From an optimization exercise on the open Yosys and OpenROAD flow, aimed at small area; shortcuts taken in it are not production practice.
Where RTL was checked, it was by simulation tests only, not by an equivalence proof against the original.
No activity file was given, so power comes from the tool's default toggle rates.

==> inputs of v14 <==
// xmodem_rx
module xmodem_rx (
    input  wire        clk,
    input  wire        rst,
    input  wire        rx_valid,
    input  wire [7:0]  rx_data,
    output wire        tx_valid,
    output wire [7:0]  tx_data,
    input  wire        tx_pop,
    input  wire        tick,
    input  wire        cmd_valid,
    input  wire [7:0]  cmd_op,
    input  wire [7:0]  cmd_arg,
    output reg         rsp_valid,
    output reg  [1:0]  rsp_status,
    output wire [31:0] rsp_data,
    output reg         buf_we,
    output wire [9:0]  buf_addr,
    output reg  [7:0]  buf_wdata,
    output wire        irq
);
Settings: LEC_CHECK=0, CAP_MARGIN=0, CORE_MARGIN=2, CORE_UTILIZATION=70, CTS_BUF_LIST=sky130_fd_sc_hd__clkbuf_8, CTS_CLUSTER_DIAMETER=60, CTS_CLUSTER_SIZE=16, SLEW_MARGIN=0; clock period 8.0 ns.
standard.sh (not shown) runs the stock make flow with config.mk's settings and CLKGATE_MAP_FILE= SYNTH_SCRIPT=/design/flow/synth_recipe.tcl, a recipe that flattens the netlist after the stock synthesis.
==> flow/flow/run.sh <==
#!/bin/bash
# Own layout flow: the standard ORFS flow with two changes.
#  1. Synthesis is the standard synthesis script, except that ABC maps
#     the combinational logic with an area-oriented script (flow/area.script)
#     instead of ORFS's delay-oriented one. Flip-flops are mapped before ABC
#     runs, so the registers (names, count, cell types) are unchanged.
#  2. Port buffers use the smallest buffer cell (buf_1); every input and
#     output port still gets its buffer.
# Each tool's full output goes to a log file in this folder.
set -euo pipefail
HERE=$(pwd)
FLOWDIR=$HERE/flow

# ORFS synthesis script with the ABC script replaced
sed 's#^\(  *\)log_cmd abc {\*}$abc_args#\1set abc_args [lreplace $abc_args 1 1 '"$FLOWDIR"'/area.script]\n\1log_cmd abc {*}$abc_args#' \
    "$FLOW_HOME/scripts/synth.tcl" > "$HERE/own_synth_orfs.tcl"
grep -q "area.script" "$HERE/own_synth_orfs.tcl"

# The standard flow's synthesis wrapper, sourcing the script above
sed 's#source \$::env(SCRIPTS_DIR)/synth.tcl#source '"$HERE"'/own_synth_orfs.tcl#' \
    "$HERE/synth_recipe.tcl" > "$HERE/own_synth.tcl"
grep -q "own_synth_orfs.tcl" "$HERE/own_synth.tcl"

bash "$HERE/standard.sh" \
    "SYNTH_SCRIPT=$HERE/own_synth.tcl" \
    "BUFFER_PORTS_ARGS=-buffer_cell sky130_fd_sc_hd__buf_1" \
    finish > "$HERE/flow_make.log" 2>&1
test -s "$HERE/out/final.def"
==> flow/flow/area.script <==
strash
balance -l; resub -K 6 -l; rewrite -l; resub -K 6 -N 2 -l; refactor -l; resub -K 8 -l; balance -l; resub -K 8 -N 2 -l; rewrite -l; resub -K 10 -l; rewrite -z -l; resub -K 10 -N 2 -l; balance -l; resub -K 12 -l; refactor -z -l; resub -K 12 -N 2 -l; rewrite -z -l; balance -l
dch -f
amap -m -A 8 -F 4
topo
strash
dch -f
amap -m -A 8 -F 4
topo
strash
dch -f
amap -m -A 8 -F 4
topo
==> v6 (differences from v14) <==
--- a/flow/design.v
+++ b/flow/design.v
@@ -4,45 +4,35 @@
     input  wire         clk,
     input  wire         rst,
     input  wire [1:0]   push_n,    
     input  wire [W-1:0] push_d,
     input  wire         pop,
-    output wire         empty,
-    output wire         full,
-    output wire         two_plus,  
-    output wire [W-1:0] head,
-    output reg  [W-1:0] popped     
+    output wire [2:0]   count,
+    output wire [W-1:0] head
 );
-    reg [W-1:0] sr [1:4];
+    reg [W-1:0] mem [0:3];
+    reg [1:0]   rd_ptr;
+    reg [1:0]   wr_ptr;
     reg [2:0]   cnt;
-    wire do_pop = pop && !empty;
-    assign empty    = (cnt == 3'd0);
-    assign full     = cnt[2];
-    assign two_plus = cnt[2] | cnt[1];
-    assign head     = sr[cnt];
-    always @(*) begin
-        case (cnt[1:0])
-            2'd0:    popped = sr[1];
-            2'd1:    popped = sr[2];
-            2'd2:    popped = sr[3];
-            default: popped = sr[4];
-        endcase
-    end
+    wire do_pop = pop && (cnt != 3'd0);
+    assign count = cnt;
+    assign head  = mem[rd_ptr];
+    wire [1:0] wr1 = wr_ptr + 2'd1;
+    wire [1:0] wr2 = wr_ptr + 2'd2;
     always @(posedge clk) begin
-        case (push_n)
-            2'd1: begin
-                sr[1] <= push_d; sr[2] <= sr[1]; sr[3] <= sr[2]; sr[4] <= sr[3];
-            end
-            2'd3: begin
-                sr[1] <= push_d; sr[2] <= push_d; sr[3] <= push_d; sr[4] <= sr[1];
-            end
-            default: ;
-        endcase
-        if (rst)
-            cnt <= 3'd0;
-        else
-            cnt <= cnt + {1'b0, push_n} - {2'b00, do_pop};
+        if (push_n != 2'd0) mem[wr_ptr] <= push_d;
+        if (push_n[1])      mem[wr1]    <= push_d;
+        if (push_n == 2'd3) mem[wr2]    <= push_d;
+        if (rst) begin
+            rd_ptr <= 2'd0;
+            wr_ptr <= 2'd0;
+            cnt    <= 3'd0;
+        end else begin
+            wr_ptr <= wr_ptr + push_n;
+            if (do_pop) rd_ptr <= rd_ptr + 2'd1;
+            cnt <= cnt + push_n - do_pop;
+        end
     end
 endmodule
 module xr_rxring (
     input  wire       clk,
     input  wire       rst,
@@ -52,31 +42,36 @@
     input  wire       clr_ovf,      
     output wire       nonempty,
     output wire [7:0] head,
     output reg        overflow
 );
-    reg [7:0] sr [1:15];
-    reg [3:0] cnt;
-    wire full    = (cnt == 4'd15);
-    wire push_ok = push && !full;
-    assign nonempty = (cnt != 4'd0);
-    assign head     = sr[cnt];
-    integer i;
+    reg [7:0] buf_mem [1:15];
+    reg [3:0] rd_off;
+    reg [3:0] wr_off;
+    reg       full;
+    function [3:0] lfsr_next;
+        input [3:0] s;
+        lfsr_next = {s[2:0], s[3] ^ s[2]};
+    endfunction
+    wire [3:0] wr_next = lfsr_next(wr_off);
+    wire       push_ok = push && !full;
+    assign nonempty = full || (rd_off != wr_off);
+    assign head     = buf_mem[rd_off];
     always @(posedge clk) begin
-        if (push_ok) begin
-            sr[1] <= push_d;
-            for (i = 2; i <= 15; i = i + 1)
-                sr[i] <= sr[i-1];
-        end
+        if (push_ok) buf_mem[wr_off] <= push_d;
         if (rst) begin
-            cnt      <= 4'd0;
+            rd_off   <= 4'd1;
+            wr_off   <= 4'd1;
+            full     <= 1'b0;
             overflow <= 1'b0;
         end else begin
             if (push && full) overflow <= 1'b1;
             else if (clr_ovf) overflow <= 1'b0;
-            if (push_ok && !consume)      cnt <= cnt + 4'd1;
-            else if (!push_ok && consume) cnt <= cnt - 4'd1;
+            if (push_ok) wr_off <= wr_next;
+            if (consume) rd_off <= lfsr_next(rd_off);
+            if (consume)      full <= 1'b0;
+            else if (push_ok) full <= (wr_next == rd_off);
         end
     end
 endmodule
 module xmodem_rx (
     input  wire        clk,
@@ -119,22 +114,23 @@
     reg [15:0] acc;           
     reg        tick_pend;
     reg [7:0]  ev_seq;        
     reg        rsp_s, rsp_c, rsp_t, rsp_e;
     reg        rsp_snap;      
+    reg [2:0]  rsp_kind;
     wire       ring_nonempty;
     wire [7:0] ring_head;
     wire       rx_overflow;
+    wire [2:0] txq_count;
     wire [1:0] txq_head;
+    wire [2:0] evq_count;
     wire [3:0] evq_head;
-    wire [3:0] evq_popped;
-    wire       tx_full, tx_lt3, txq_empty;
-    wire       ev_full, evq_empty;
-    function [15:0] swap16;
-        input [15:0] x;
-        swap16 = {x[7:0], x[15:8]};
-    endfunction
+    wire tx_full  = txq_count[2];
+    wire tx_lt3   = txq_count[2] | txq_count[1];
+    wire txq_empty = (txq_count == 3'd0);
+    wire ev_full  = evq_count[2];
+    wire evq_empty = (evq_count == 3'd0);
     function [15:0] step_ccitt;
         input [15:0] c;
         input [7:0]  b;
         integer i;
         reg [15:0] x;
@@ -192,11 +188,11 @@
         n_rsp_status   = ST_OK;
         n_rsp_s        = 1'b0;
         n_rsp_c        = 1'b0;
         n_rsp_t        = 1'b0;
         n_rsp_e        = 1'b0;
-        check_ok       = (b == acc[7:0]) && (!mode || acc[15:8] == 8'h00);
+        check_ok       = mode ? ({b, 8'h00} == acc) : (b == acc[7:0]);
         if (cmd_valid) begin
             case (cmd_op)
                 8'h01: begin
                     case (cmd_arg)
                         8'h03:   n_rsp_s = 1'b1;
@@ -389,27 +385,22 @@
                 end
             end
         end
     end
     wire [3:0] ev_rec = {expected_seq == 8'd1, ev_kind};
-    wire [15:0] crc_next = swap16(step_ccitt(swap16(acc), b));
     wire ev_adv = rsp_valid && rsp_e;    
     always @(posedge clk) begin
         if (acc_clr)
             acc <= 16'h0000;
         else if (acc_en)
-            acc <= {crc_next[15:8], mode ? crc_next[7:0] : acc[7:0] + b};
+            acc <= mode ? step_ccitt(acc, b) : {acc[15:8], acc[7:0] + b};
         if (ev_push && evq_empty)
             ev_seq <= expected_seq;
         else if (ev_adv)
             ev_seq <= evq_head[3] ? 8'd1 : ev_seq + 8'd1;
         rsp_snap  <= n_rsp_s ? rx_overflow : txq_empty;
-        rsp_status <= n_rsp_status;
-        rsp_s      <= n_rsp_s;
-        rsp_c      <= n_rsp_c;
-        rsp_t      <= n_rsp_t;
-        rsp_e      <= n_rsp_e;
+        rsp_kind  <= evq_head[2:0];
         buf_wdata <= ring_head;
         if (rst) begin
             state        <= S_IDLE;
             mode         <= 1'b0;
             first        <= 1'b1;
@@ -420,10 +411,15 @@
             tcount       <= 1'b0;
             retry        <= 4'd0;
             timer        <= 8'd0;
             tick_pend    <= 1'b0;
             rsp_valid    <= 1'b0;
+            rsp_status   <= ST_OK;
+            rsp_s        <= 1'b0;
+            rsp_c        <= 1'b0;
+            rsp_t        <= 1'b0;
+            rsp_e        <= 1'b0;
             buf_we       <= 1'b0;
         end else begin
             state        <= n_state;
             mode         <= n_mode;
             first        <= n_first;
@@ -434,14 +430,18 @@
             tcount       <= n_tcount;
             retry        <= n_retry;
             timer        <= n_timer;
             tick_pend    <= (tick_pend && !tick_done) || tick;
             rsp_valid    <= cmd_valid;
+            rsp_status   <= n_rsp_status;
+            rsp_s        <= n_rsp_s;
+            rsp_c        <= n_rsp_c;
+            rsp_t        <= n_rsp_t;
+            rsp_e        <= n_rsp_e;
             buf_we       <= n_buf_we;
         end
     end
-    wire [2:0]  rsp_kind = evq_popped[2:0];    
     wire        k_done  = (rsp_kind == K_DONE);
     wire [7:0]  ev_sq   = ev_seq - {7'd0, k_done};
     wire [31:0] w_status = {rx_seq, 4'd0, retry, expected_seq, timer != 8'd0,
                             rsp_snap, first, mode, 1'b0, state};
     wire [31:0] w_count  = {17'd0, rsp_snap, size_1k, 1'b0, tcount, count};
@@ -466,28 +466,22 @@
     xr_fifo #(.W(2)) u_txq (
         .clk    (clk),
         .rst    (rst),
         .push_n (tx_push_n),
         .push_d (tx_push_b),
-        .pop      (tx_pop),
-        .empty    (txq_empty),
-        .full     (tx_full),
-        .two_plus (tx_lt3),
-        .head     (txq_head),
-        .popped   ()
+        .pop    (tx_pop),
+        .count  (txq_count),
+        .head   (txq_head)
     );
     xr_fifo #(.W(4)) u_evq (
         .clk    (clk),
         .rst    (rst),
         .push_n ({1'b0, ev_push}),
         .push_d (ev_rec),
-        .pop      (ev_pop),
-        .empty    (evq_empty),
-        .full     (ev_full),
-        .two_plus (),
-        .head     (evq_head),
-        .popped   (evq_popped)
+        .pop    (ev_pop),
+        .count  (evq_count),
+        .head   (evq_head)
     );
     assign tx_valid = !txq_empty;
     assign tx_data  = (txq_head == T_NAK) ? 8'h15 :
                       (txq_head == T_C)   ? 8'h43 :
                       (txq_head == T_ACK) ? 8'h06 : 8'h18;
==> flow/flow/area.script (replaced) <==
strash
dc2
dch -f
amap -m -A 8
topo
- CAP_MARGIN: 0 -> 20
- CORE_UTILIZATION: 70 -> 40
- CTS_BUF_LIST: sky130_fd_sc_hd__clkbuf_8 -> default
- CTS_CLUSTER_DIAMETER: 60 -> default
- CTS_CLUSTER_SIZE: 16 -> default
- SLEW_MARGIN: 0 -> 20
==> v7 (differences from v14) <==
--- a/flow/design.v
+++ b/flow/design.v
@@ -7,33 +7,27 @@
     input  wire [W-1:0] push_d,
     input  wire         pop,
     output wire         empty,
     output wire         full,
     output wire         two_plus,  
-    output wire [W-1:0] head,
-    output reg  [W-1:0] popped     
+    output wire [W-1:0] head
 );
     reg [W-1:0] sr [1:4];
     reg [2:0]   cnt;
     wire do_pop = pop && !empty;
     assign empty    = (cnt == 3'd0);
     assign full     = cnt[2];
     assign two_plus = cnt[2] | cnt[1];
     assign head     = sr[cnt];
-    always @(*) begin
-        case (cnt[1:0])
-            2'd0:    popped = sr[1];
-            2'd1:    popped = sr[2];
-            2'd2:    popped = sr[3];
-            default: popped = sr[4];
-        endcase
-    end
     always @(posedge clk) begin
         case (push_n)
             2'd1: begin
                 sr[1] <= push_d; sr[2] <= sr[1]; sr[3] <= sr[2]; sr[4] <= sr[3];
             end
+            2'd2: begin
+                sr[1] <= push_d; sr[2] <= push_d; sr[3] <= sr[1]; sr[4] <= sr[2];
+            end
             2'd3: begin
                 sr[1] <= push_d; sr[2] <= push_d; sr[3] <= push_d; sr[4] <= sr[1];
             end
             default: ;
         endcase
@@ -119,16 +113,16 @@
     reg [15:0] acc;           
     reg        tick_pend;
     reg [7:0]  ev_seq;        
     reg        rsp_s, rsp_c, rsp_t, rsp_e;
     reg        rsp_snap;      
+    reg [2:0]  rsp_kind;
     wire       ring_nonempty;
     wire [7:0] ring_head;
     wire       rx_overflow;
     wire [1:0] txq_head;
     wire [3:0] evq_head;
-    wire [3:0] evq_popped;
     wire       tx_full, tx_lt3, txq_empty;
     wire       ev_full, evq_empty;
     function [15:0] swap16;
         input [15:0] x;
         swap16 = {x[7:0], x[15:8]};
@@ -401,10 +395,11 @@
         if (ev_push && evq_empty)
             ev_seq <= expected_seq;
         else if (ev_adv)
             ev_seq <= evq_head[3] ? 8'd1 : ev_seq + 8'd1;
         rsp_snap  <= n_rsp_s ? rx_overflow : txq_empty;
+        rsp_kind  <= evq_head[2:0];
         rsp_status <= n_rsp_status;
         rsp_s      <= n_rsp_s;
         rsp_c      <= n_rsp_c;
         rsp_t      <= n_rsp_t;
         rsp_e      <= n_rsp_e;
@@ -437,11 +432,10 @@
             tick_pend    <= (tick_pend && !tick_done) || tick;
             rsp_valid    <= cmd_valid;
             buf_we       <= n_buf_we;
         end
     end
-    wire [2:0]  rsp_kind = evq_popped[2:0];    
     wire        k_done  = (rsp_kind == K_DONE);
     wire [7:0]  ev_sq   = ev_seq - {7'd0, k_done};
     wire [31:0] w_status = {rx_seq, 4'd0, retry, expected_seq, timer != 8'd0,
                             rsp_snap, first, mode, 1'b0, state};
     wire [31:0] w_count  = {17'd0, rsp_snap, size_1k, 1'b0, tcount, count};
@@ -470,24 +464,22 @@
         .push_d (tx_push_b),
         .pop      (tx_pop),
         .empty    (txq_empty),
         .full     (tx_full),
         .two_plus (tx_lt3),
-        .head     (txq_head),
-        .popped   ()
+        .head     (txq_head)
     );
     xr_fifo #(.W(4)) u_evq (
         .clk    (clk),
         .rst    (rst),
         .push_n ({1'b0, ev_push}),
         .push_d (ev_rec),
         .pop      (ev_pop),
         .empty    (evq_empty),
         .full     (ev_full),
         .two_plus (),
-        .head     (evq_head),
-        .popped   (evq_popped)
+        .head     (evq_head)
     );
     assign tx_valid = !txq_empty;
     assign tx_data  = (txq_head == T_NAK) ? 8'h15 :
                       (txq_head == T_C)   ? 8'h43 :
                       (txq_head == T_ACK) ? 8'h06 : 8'h18;
==> flow/flow/area.script (replaced) <==
strash
dc2
dch -f
amap -m -A 8
topo
- CORE_UTILIZATION: 70 -> 60
==> v4 (differences from v14) <==
--- a/flow/design.v
+++ b/flow/design.v
@@ -110,17 +110,18 @@
     reg        mode;
     reg        first;
     reg [7:0]  expected_seq;
     reg [7:0]  rx_seq;
     reg        size_1k;
-    reg [10:0] count;
+    reg [10:0] count_m1;      
     reg        tcount;
     reg [3:0]  retry;
     reg [7:0]  timer;
     reg [15:0] acc;           
     reg        tick_pend;
-    reg [7:0]  ev_seq;        
+    reg [7:0]  ev_m1;         
+    reg        ev_started;    
     reg        rsp_s, rsp_c, rsp_t, rsp_e;
     reg        rsp_snap;      
     wire       ring_nonempty;
     wire [7:0] ring_head;
     wire       rx_overflow;
@@ -147,34 +148,36 @@
     endfunction
     wire active = (state != S_IDLE) && (state <= S_RECEIVE_DATA);
     reg [2:0]  n_state;
     reg        n_mode, n_first, n_size_1k, n_tcount;
     reg [7:0]  n_expected_seq, n_rx_seq;
-    reg [10:0] n_count;
+    reg [10:0] n_count_m1;
     reg [3:0]  n_retry;
     reg [7:0]  n_timer;
     reg        acc_clr, acc_en;
     reg [1:0]  tx_push_n;
     reg [1:0]  tx_push_b;
     reg        ev_push;
     reg [2:0]  ev_kind;
     reg        ev_pop, clr_ovf, consume, tick_done, tick_held, byte_held;
+    reg        start_ok;
     reg        n_buf_we;
     reg [1:0]  n_rsp_status;
     reg        n_rsp_s, n_rsp_c, n_rsp_t, n_rsp_e;
     reg        check_ok;
     wire [7:0] b = ring_head;
+    wire [10:0] count = count_m1 + 11'd1;
     wire data_phase = size_1k ? !count[10] : !count[7];
     wire last_trailer = !mode || tcount;
     always @(*) begin
         n_state        = state;
         n_mode         = mode;
         n_first        = first;
         n_expected_seq = expected_seq;
         n_rx_seq       = rx_seq;
         n_size_1k      = size_1k;
-        n_count        = count;
+        n_count_m1     = count_m1;
         n_tcount       = tcount;
         n_retry        = retry;
         n_timer        = timer;
         acc_clr        = 1'b0;
         acc_en         = 1'b0;
@@ -184,10 +187,11 @@
         ev_kind        = K_FRAME128;
         ev_pop         = 1'b0;
         clr_ovf        = 1'b0;
         consume        = 1'b0;
         tick_done      = 1'b0;
+        start_ok       = 1'b0;
         tick_held      = 1'b0;
         byte_held      = 1'b0;
         n_buf_we       = 1'b0;
         n_rsp_status   = ST_OK;
         n_rsp_s        = 1'b0;
@@ -216,17 +220,18 @@
                 8'h20: begin
                     if (cmd_arg > 8'd1)     n_rsp_status = ST_INVALID;
                     else if (active)        n_rsp_status = ST_BUSY;
                     else if (tx_full)       n_rsp_status = ST_BUSY;
                     else begin
+                        start_ok       = 1'b1;
                         n_mode         = cmd_arg[0];
                         n_first        = 1'b1;
                         n_expected_seq = 8'h01;
                         n_retry        = 4'd0;
                         n_rx_seq       = 8'd0;
                         n_size_1k      = 1'b0;
-                        n_count        = 11'd0;
+                        n_count_m1     = 11'h7FF;
                         n_tcount       = 1'b0;
                         tx_push_n      = 2'd1;
                         tx_push_b      = cmd_arg[0] ? T_C : T_NAK;
                         n_state        = S_WAIT_HEADER;
                         n_timer        = TIMEOUT;
@@ -335,17 +340,17 @@
                         end
                     end
                     S_RECEIVE_DATA: begin
                         if (data_phase) begin
                             n_buf_we = 1'b1;
-                            n_count  = count + 11'd1;
+                            n_count_m1 = count;
                             acc_en   = 1'b1;
                         end else if (!last_trailer) begin
                             n_tcount = 1'b1;
                             acc_en   = 1'b1;
                         end else begin
-                            n_count  = 11'd0;
+                            n_count_m1 = 11'h7FF;
                             n_tcount = 1'b0;
                             if (rx_seq == expected_seq && check_ok) begin
                                 if (tx_full || ev_full) byte_held = 1'b1;
                                 else begin
                                     ev_push        = 1'b1;
@@ -379,11 +384,11 @@
                 if (byte_held) begin
                     n_state        = state;
                     n_first        = first;
                     n_expected_seq = expected_seq;
                     n_retry        = retry;
-                    n_count        = count;
+                    n_count_m1     = count_m1;
                     n_tcount       = tcount;
                 end else begin
                     consume = 1'b1;
                     n_timer = ((n_state != S_IDLE) && (n_state <= S_RECEIVE_DATA)) ? TIMEOUT : 8'd0;
                 end
@@ -391,19 +396,31 @@
         end
     end
     wire [3:0] ev_rec = {expected_seq == 8'd1, ev_kind};
     wire [15:0] crc_next = swap16(step_ccitt(swap16(acc), b));
     wire ev_adv = rsp_valid && rsp_e;    
+    wire [2:0]  rsp_kind  = evq_popped[2:0];    
+    wire        k_done    = (rsp_kind == K_DONE);
+    wire [7:0]  ev_m1_inc = ev_m1 + 8'd1;
+    wire [7:0]  ev_sq     = k_done ? ev_m1 : ev_m1_inc;
     always @(posedge clk) begin
         if (acc_clr)
             acc <= 16'h0000;
         else if (acc_en)
             acc <= {crc_next[15:8], mode ? crc_next[7:0] : acc[7:0] + b};
-        if (ev_push && evq_empty)
-            ev_seq <= expected_seq;
-        else if (ev_adv)
-            ev_seq <= evq_head[3] ? 8'd1 : ev_seq + 8'd1;
+        if (rst)
+            ev_m1 <= 8'd0;
+        else if (ev_adv && !evq_empty)
+            ev_m1 <= evq_head[3] ? 8'd0 : ev_m1_inc;
+        else if (evq_empty && (start_ok || (ev_adv && ev_started)))
+            ev_m1 <= 8'd0;
+        else if (evq_empty && ev_adv && (rsp_kind == K_FRAME128 || rsp_kind == K_FRAME1K))
+            ev_m1 <= ev_m1_inc;    
+        if (ev_push)
+            ev_started <= 1'b0;
+        else if (start_ok)
+            ev_started <= 1'b1;
         rsp_snap  <= n_rsp_s ? rx_overflow : txq_empty;
         rsp_status <= n_rsp_status;
         rsp_s      <= n_rsp_s;
         rsp_c      <= n_rsp_c;
         rsp_t      <= n_rsp_t;
@@ -414,11 +431,11 @@
             mode         <= 1'b0;
             first        <= 1'b1;
             expected_seq <= 8'h01;
             rx_seq       <= 8'd0;
             size_1k      <= 1'b0;
-            count        <= 11'd0;
+            count_m1     <= 11'h7FF;
             tcount       <= 1'b0;
             retry        <= 4'd0;
             timer        <= 8'd0;
             tick_pend    <= 1'b0;
             rsp_valid    <= 1'b0;
@@ -428,22 +445,19 @@
             mode         <= n_mode;
             first        <= n_first;
             expected_seq <= n_expected_seq;
             rx_seq       <= n_rx_seq;
             size_1k      <= n_size_1k;
-            count        <= n_count;
+            count_m1     <= n_count_m1;
             tcount       <= n_tcount;
             retry        <= n_retry;
             timer        <= n_timer;
             tick_pend    <= (tick_pend && !tick_done) || tick;
             rsp_valid    <= cmd_valid;
             buf_we       <= n_buf_we;
         end
     end
-    wire [2:0]  rsp_kind = evq_popped[2:0];    
-    wire        k_done  = (rsp_kind == K_DONE);
-    wire [7:0]  ev_sq   = ev_seq - {7'd0, k_done};
     wire [31:0] w_status = {rx_seq, 4'd0, retry, expected_seq, timer != 8'd0,
                             rsp_snap, first, mode, 1'b0, state};
     wire [31:0] w_count  = {17'd0, rsp_snap, size_1k, 1'b0, tcount, count};
     wire [31:0] w_timer  = {24'd0, timer};
     wire [31:0] w_event  = {5'd0, rsp_kind == K_FRAME1K, 2'd0, rsp_kind == K_FRAME128,
@@ -490,7 +504,7 @@
     assign tx_valid = !txq_empty;
     assign tx_data  = (txq_head == T_NAK) ? 8'h15 :
                       (txq_head == T_C)   ? 8'h43 :
                       (txq_head == T_ACK) ? 8'h06 : 8'h18;
     assign irq      = !evq_empty;
-    assign buf_addr = count[9:0] - 10'd1;
+    assign buf_addr = count_m1[9:0];
 endmodule
==> flow/flow/run.sh (replaced) <==
#!/bin/bash
set -euo pipefail
HERE=$(pwd)
FLOWDIR=$HERE/flow

# ORFS synthesis script with the ABC script replaced
sed 's#^\(  *\)log_cmd abc {\*}$abc_args#\1set abc_args [lreplace $abc_args 1 1 '"$FLOWDIR"'/area.script]\n\1log_cmd abc {*}$abc_args#' \
    "$FLOW_HOME/scripts/synth.tcl" > "$HERE/own_synth_orfs.tcl"
grep -q "area.script" "$HERE/own_synth_orfs.tcl"

# The standard flow's synthesis wrapper, sourcing the script above
sed 's#source \$::env(SCRIPTS_DIR)/synth.tcl#source '"$HERE"'/own_synth_orfs.tcl#' \
    "$HERE/synth_recipe.tcl" > "$HERE/own_synth.tcl"
grep -q "own_synth_orfs.tcl" "$HERE/own_synth.tcl"

bash "$HERE/standard.sh" \
    "SYNTH_SCRIPT=$HERE/own_synth.tcl" \
    "BUFFER_PORTS_ARGS=-buffer_cell sky130_fd_sc_hd__buf_1" \
    "CTS_ARGS=-sink_clustering_enable -repair_clock_nets -sink_clustering_size 16 -sink_clustering_max_diameter 60 -buf_list sky130_fd_sc_hd__clkbuf_8 -dont_use_dummy_load" \
    finish > "$HERE/flow_make.log" 2>&1
test -s "$HERE/out/final.def"
- GPL_TIMING_DRIVEN: default -> 0
==> comparison table <==
Reg2reg start: v4 u_ring.cnt[3]; v14 u_ring.cnt[0]; v6 -; v7 u_ring.cnt[1]
Destination of the worst hold path: v4 u_ring.sr[12][0]; v14 u_ring.sr[9][5]; v6 u_txq.rd_ptr[1]; v7 u_ring.sr[13][1]
Crit path required time: v4 8470 ps; v14 8470 ps; v6 8460 ps; v7 8440 ps
Cell depth of the worst min-delay path: v4 0; v14 0; v6 1; v7 0
Levels on crit path: v4 25; v14 31; v6 27; v7 25
Minimum period implied by the final worst setup slack: v4 7420 ps; v14 6880 ps; v6 6750 ps; v7 6910 ps
Maximum achievable frequency: v4 135 MHz; v14 145 MHz; v6 148 MHz; v7 145 MHz
Clk pin slew, worst setup/hold paths: v4 100 ps; v14 100 ps; v6 60 ps; v7 100 ps
Final worst-path cycle share: v4 92.8%; v14 86.1%; v6 84.3%; v7 86.4%
Post-Route WL: v4 30600 um; v14 32500 um; v6 36800 um; v7 32200 um
Outcome: v4 failed layout checks; v14 no timing/DRC/antenna violations; v6 no timing/DRC/antenna violations; v7 no timing/DRC/antenna violations
Layout check failures: v4 capacitance limit; v14 -; v6 -; v7 -
Switching share of power: v4 42.8%; v14 38.4%; v6 32.1%; v7 39.5%
Power drawn by the combinational cells: v4 1.85 mW; v14 1.26 mW; v6 0.903 mW; v7 1.38 mW
For v6, only the layout was checked, not whether the RTL still works.

==> port drivers added, routing unchanged <==
How much do the figures lean on ideal ports? The routed layouts below were timed once more, with nothing changed but the port constraints.
Step 1 (the two cells are an assumption about what drives the block):
set clk [get_ports {clk}]
set_driving_cell -lib_cell sky130_fd_sc_hd__clkbuf_16 $clk
set_driving_cell -lib_cell sky130_fd_sc_hd__buf_2 [delete_from_list [all_inputs] $clk]
Step 2, shift: input delay + t, output delay - t, t = (earliest + latest rising clock arrival at the registers) / 2. This alone moves slack from input paths to output paths.
Slacks: ideal / step 1 / step 2; pairs: ideal / step 1.
| run | t, ns | slack for setup (ns) | hold WS [ns] |
|---|---|---|---|
| v14 | 0.572 | 1.115 / 1.115 / 1.115 | 0.442 / 0.442 / 0.442 |
| v6 | 0.607 | 1.253 / 1.253 / 1.253 | 0.460 / 0.460 / 0.460 |
| v7 | 0.586 | 1.088 / 1.088 / 1.088 | 0.450 / 0.450 / 0.450 |
| v4 | 0.561 | 0.576 / 0.576 / 0.576 | 0.445 / 0.445 / 0.445 |
